This is an optimization exercise on Yosys and OpenROAD, whose aim is small area and a short achievable clock period, not a production implementation. RTL that was checked went through simulation tests only; none was proved equivalent to the original. Power is estimated from default activity; no workload was simulated.

Setup of build 20:
## kojisan_scale
module kojisan_scale (
    input  wire        clk,
    input  wire        rst,
    input  wire        in_valid,
    input  wire        in_sel,
    input  wire [15:0] in_raw,
    output reg         out_valid,
    output reg         out_sel,
    output reg  [31:0] out_q
);
For scale: ~970 cells after synthesis, ~54 I/O pins, about 6500 µm² of cells after synthesis.
export LEC_CHECK = 0
export ABC_AREA = 1
export CAP_MARGIN = 20
export CORE_MARGIN = 2
export CORE_UTILIZATION = 40
export SLEW_MARGIN = 20
create_clock -name core_clock -period 10.0 [get_ports {clk}]
standard.sh (not shown) runs the stock make flow with config.mk's settings and CLKGATE_MAP_FILE= SYNTH_SCRIPT=/design/flow/synth_recipe.tcl, a recipe that flattens the netlist after the stock synthesis.
==> flow/flow/run.sh <==
#!/bin/bash
set -euo pipefail
export BUFFER_PORTS_ARGS="-buffer_cell sky130_fd_sc_hd__buf_1"
bash standard.sh finish > standard_flow.log 2>&1
Setup changes, build 20 to build 79
Settings: a deleted ABC_AREA that had been 1.
==> flow/flow/run.sh <==
#!/bin/bash
set -euo pipefail
export BUFFER_PORTS_ARGS="-buffer_cell sky130_fd_sc_hd__buf_1"
export CTS_ARGS="-sink_clustering_enable -sink_clustering_size 150 -sink_clustering_max_diameter 1000 -buf_list sky130_fd_sc_hd__clkbuf_16 -root_buf sky130_fd_sc_hd__clkbuf_16 -repair_clock_nets"
bash standard.sh finish > standard_flow.log 2>&1
[summary]
- Across build 79 and build 20, the outcome is the same: a clean finish for every run.
- Power delta for build 79 relative to build 20: 220 µW lower
- Build 79 vs. build 20: number of signal-net inverters in the final layout fell by 76%; critical-path maximum fanout rose 2.
- Most frequent standard cell in the layout excluding fill and tap cells: nand2_1 -> build 20, dfxtp_1 -> build 79
The inputs of build 15 differ from those of build 79 as listed below.
Settings: an added CTS_BUF_LIST of sky130_fd_sc_hd__clkbuf_8; an added CTS_CLUSTER_DIAMETER of 100; an added CTS_CLUSTER_SIZE of 40.
==> flow/run.sh (new file) <==
#!/bin/bash
# synth_recipe.tcl (not shown) runs the flow's synth.tcl, then flattens the netlist and writes it again
# the make line also repeats each setting of config.mk as NAME=value (left out here)
make -C /OpenROAD-flow-scripts/flow DESIGN_CONFIG=/design/flow/config.mk WORK_HOME=/design/flow/orfs CLKGATE_MAP_FILE= SYNTH_SCRIPT=/design/flow/synth_recipe.tcl finish
removed: flow/flow/run.sh
removed: flow/standard.sh
Findings:
Summary of the comparison: wire length of the first global-routing pass is higher in build 15, relative to build 79.
In terms of layout buffer count excluding clock buffers, build 79 and build 15 differ only marginally.
Against build 79, build 15 comes in 2.4 points higher on share of the clock period used by the worst path after layout.
Re register fraction of the total cell area: build 15 is 1.3 points down on build 79.
Build 79 has a lower design area than build 15.
Changes observed in build 15 relative to build 79: largest driver fanout on the critical path saw a decrease; met3 global-route usage saw a decrease; routed wire length saw an increase.
Build 15 finished every stage and its layout cleared the timing, design-rule and antenna checks.
Input-level comparison between build 47 and build 15:
Settings: clearing CTS_BUF_LIST, which used to be sky130_fd_sc_hd__clkbuf_8; clearing CTS_CLUSTER_SIZE, which used to be 40; clearing CTS_CLUSTER_DIAMETER, which used to be 100.
==> flow/flow/run.sh (new file) <==
#!/bin/bash
set -euo pipefail
export BUFFER_PORTS_ARGS="-buffer_cell sky130_fd_sc_hd__buf_1"
bash standard.sh finish > standard_flow.log 2>&1
==> flow/standard.sh (new file) <==
#!/bin/bash
# synth_recipe.tcl (not shown) runs the flow's synth.tcl, then flattens the netlist and writes it again
# the make line also repeats each setting of config.mk as NAME=value (left out here)
make -C /OpenROAD-flow-scripts/flow DESIGN_CONFIG=/design/flow/config.mk WORK_HOME=/design/flow/orfs CLKGATE_MAP_FILE= SYNTH_SCRIPT=/design/flow/synth_recipe.tcl "${@:-finish}"
removed: flow/run.sh
--- outcome ---
- Per the final summary, build 47 finished and its layout is clean on timing, DRC and antenna.
- The maximum vdd ir drop in build 15 is 0.928 times that in build 47.
- Build 15 has a higher fraction of the core area covered by cells at the end of the flow than build 47.
- Against build 15, build 47 comes in 0.041 ns higher on worst-case setup slack after placement.
- On setup slack of the critical path after layout: between build 15 and build 47, it ends up lower for build 15.
- Compared with build 15, build 47 shows standby leakage power lower by 3.9%.
- The clock group share of total power of build 47 exceeds that of build 15 by 4.1 points.
- In the reports for build 15 and build 47, the larger clock distribution power belongs to build 47.
Input-level comparison between build 68 and build 47:
Settings: changing CORE_UTILIZATION from 40 to 60.
Results
Sort build 68 and build 47 by core utilization of the finished layout asc -> top: build 47. The total track usage in build 68 was higher than what build 47 gave. On total placed cells including tap cells: between build 68 and build 47, it ends up higher for build 47. Going from build 47 to build 68, total power shrinks by about 5%. When build 68 is set beside build 47, its slew of the pin with the lowest slew margin turns out to be 0.088 ns larger. In the reports for build 68 and build 47, the larger design area belongs to build 47. Of build 68 and build 47, the higher met2 track demand over resource in global routing belongs to build 68. Relative to build 47, clock network power share decreased by 4.1 points in build 68. Against build 47, routed wire length in build 68 fell slightly.
For build 28, these inputs were changed with respect to build 68:
Settings: CTS_BUF_LIST now sky130_fd_sc_hd__clkbuf_8, previously not set; CTS_CLUSTER_DIAMETER now 100, previously not set; CORE_UTILIZATION now 40, was 60; CTS_CLUSTER_SIZE now 40, previously not set.
### Flow results
- Via-per-instance ratio down 11% in build 28 wrt build 68
- Post-route worst setup slack, build 68 and build 28: higher on build 28
- Comparing build 68 and build 28, the lower via count was measured on build 28.
- Build 28 ended with more sum of internal, switching and leakage power than build 68.
- Changes observed in build 28 relative to build 68: critical path arrival lost 0.02 ns, fraction of power consumed by the clock network picked up an extra 0.3 points, number of violations reported at the end of detailed-routing iteration 0 picked up an extra 17, final critical-path required period lost 0.040 ns, sequential cell area share lost 0.52 points.
- As far as tightest hold margin is concerned, build 28 and build 68 perform about the same.


build 61:
kojisan_scale, a different RTL version from the one above (not shown whole).
Size in the first run: roughly 1000 cells after synthesis, roughly 100 flip-flops, ~54 I/O pins, ~6900 sq um of cells after synthesis.
Settings: LEC_CHECK=0, ABC_AREA=1, CAP_MARGIN=20, CORE_MARGIN=2, CORE_UTILIZATION=40, SLEW_MARGIN=20; clock period 10.0 ns.
==> flow/flow/run.sh <==
#!/bin/bash
set -euo pipefail
export BUFFER_PORTS_ARGS="-buffer_cell sky130_fd_sc_hd__buf_1"
bash standard.sh finish > standard_flow.log 2>&1
In summary, build 61 completed successfully, with a layout that passed the timing, design-rule and antenna checks.
> inputs changed (build 61 -> build 33)
Settings: ABC_AREA removed (was 1).
==> flow/run.sh (new file) <==
#!/bin/bash
# synth_recipe.tcl (not shown) runs the flow's synth.tcl, then flattens the netlist and writes it again
# the make line also repeats each setting of config.mk as NAME=value (left out here)
make -C /OpenROAD-flow-scripts/flow DESIGN_CONFIG=/design/flow/config.mk WORK_HOME=/design/flow/orfs CLKGATE_MAP_FILE= SYNTH_SCRIPT=/design/flow/synth_recipe.tcl finish
removed: flow/flow/run.sh
removed: flow/standard.sh
==> comparison <==
Build 33 finished every stage and its layout cleared the timing, design-rule and antenna checks. Build 61 did not stop at any stage, and its layout met the timing, design-rule and antenna checks. Area after synthesis was lower in the run labelled build 33. Taking build 61 as the reference, in build 33 number of cells on the critical path lost 2, via count of the first global-routing pass lost 1423.
[inputs] build 2 vs build 33
Settings: ABC_AREA: unset -> 1.
==> flow/flow/run.sh (new file) <==
#!/bin/bash
set -euo pipefail
export BUFFER_PORTS_ARGS="-buffer_cell sky130_fd_sc_hd__buf_2"
bash standard.sh finish > standard_flow.log 2>&1
==> flow/standard.sh (new file) <==
#!/bin/bash
# synth_recipe.tcl (not shown) runs the flow's synth.tcl, then flattens the netlist and writes it again
# the make line also repeats each setting of config.mk as NAME=value (left out here)
make -C /OpenROAD-flow-scripts/flow DESIGN_CONFIG=/design/flow/config.mk WORK_HOME=/design/flow/orfs CLKGATE_MAP_FILE= SYNTH_SCRIPT=/design/flow/synth_recipe.tcl "${@:-finish}"
removed: flow/run.sh
--- outcome ---
- Comparing build 2 and build 33, the higher total power divided by cell area is on build 33.
- Build 2 consumes more power than build 33 does.
- Higher stage delay of the slowest cell on the critical path among build 2 and build 33: build 33
- Compared with build 33, build 2 shows a higher clock network fraction of total power.
- Build 2 against build 33: wire length of the first global-routing pass climbed 31%; routed wire length per instance dropped 0.79 microns.
- Build 2 against build 33: data arrival time of the worst path now sits lower; combined global-route utilization of all metal layers now sits higher; clock latency on the worst-skew pair now sits at about the same level; transition time at the pin with the least slew margin now sits higher; finished layout cell area now sits higher.
- Run comparison: build 33 critical path launch point r1[3]$_DFF_P_; build 2 critical path launch point r1[0]$_DFF_P_
Changes in build 39 relative to build 2:
==> flow/run.sh (new file) <==
#!/bin/bash
# synth_recipe.tcl (not shown) runs the flow's synth.tcl, then flattens the netlist and writes it again
# the make line also repeats each setting of config.mk as NAME=value (left out here)
make -C /OpenROAD-flow-scripts/flow DESIGN_CONFIG=/design/flow/config.mk WORK_HOME=/design/flow/orfs CLKGATE_MAP_FILE= SYNTH_SCRIPT=/design/flow/synth_recipe.tcl finish
removed: flow/flow/run.sh
removed: flow/standard.sh
### Flow results
- Reported for build 39 and build 2, number of slew-limit violations in the final report turned out identical to the last digit.
- Total die area came out exactly the same in build 39 and build 2.
- Changes observed in build 39 relative to build 2: detail-routed via count per cell moved up, via count moved up.
- Relative to build 2, the final area of build 39 is higher by about 2.8%.
- The signed area change from the synthesized netlist to the final layout number comes out higher for build 39 vs build 2.
No run of this note included a check of the RTL's function; only the layout flow was run.

-- afterwards: timing with drivers on the ports --
How much do the figures lean on ideal ports? The routed layouts below were timed once more, with nothing changed but the port constraints. Step 1: set_driving_cell puts a clkbuf_16 on clk and a buf_2 on each other input, an assumption about the parent block. Step 2 moves the port delays by t, midway between the first and last clock arrival at a register: inputs arrive t later, outputs are due t later. That takes back most of the time a late clock gives input paths. a / b / c = ideal ports / drivers / drivers and shift; a / b = the first two.
run	shift t [ns]	setup slack, ns	latest minus earliest clock arrival (ns)	worst register clock-pin slew, ns
build 20	0.397	7.179 / 7.137 / 7.534	0.012 / 0.012	0.07 / 0.07
build 79	0.385	7.008 / 7.008 / 7.008	0.009 / 0.008	0.07 / 0.07
build 15	0.405	6.770 / 6.736 / 6.942	0.012 / 0.012	0.10 / 0.10
build 47	0.385	7.008 / 7.008 / 7.008	0.009 / 0.008	0.07 / 0.07
build 68	0.398	6.978 / 6.978 / 6.978	0.016 / 0.016	0.11 / 0.11
build 28	0.408	7.018 / 7.018 / 7.018	0.013 / 0.013	0.10 / 0.10
build 61	0.391	6.913 / 6.913 / 6.913	0.010 / 0.010	0.07 / 0.07
build 33	0.391	6.048 / 6.048 / 6.048	0.005 / 0.005	0.07 / 0.07
build 2	0.399	6.884 / 6.884 / 6.884	0.010 / 0.010	0.07 / 0.07
build 39	0.391	6.812 / 6.769 / 6.870	0.008 / 0.008	0.07 / 0.07
After both steps setup and hold are still met in every run listed.
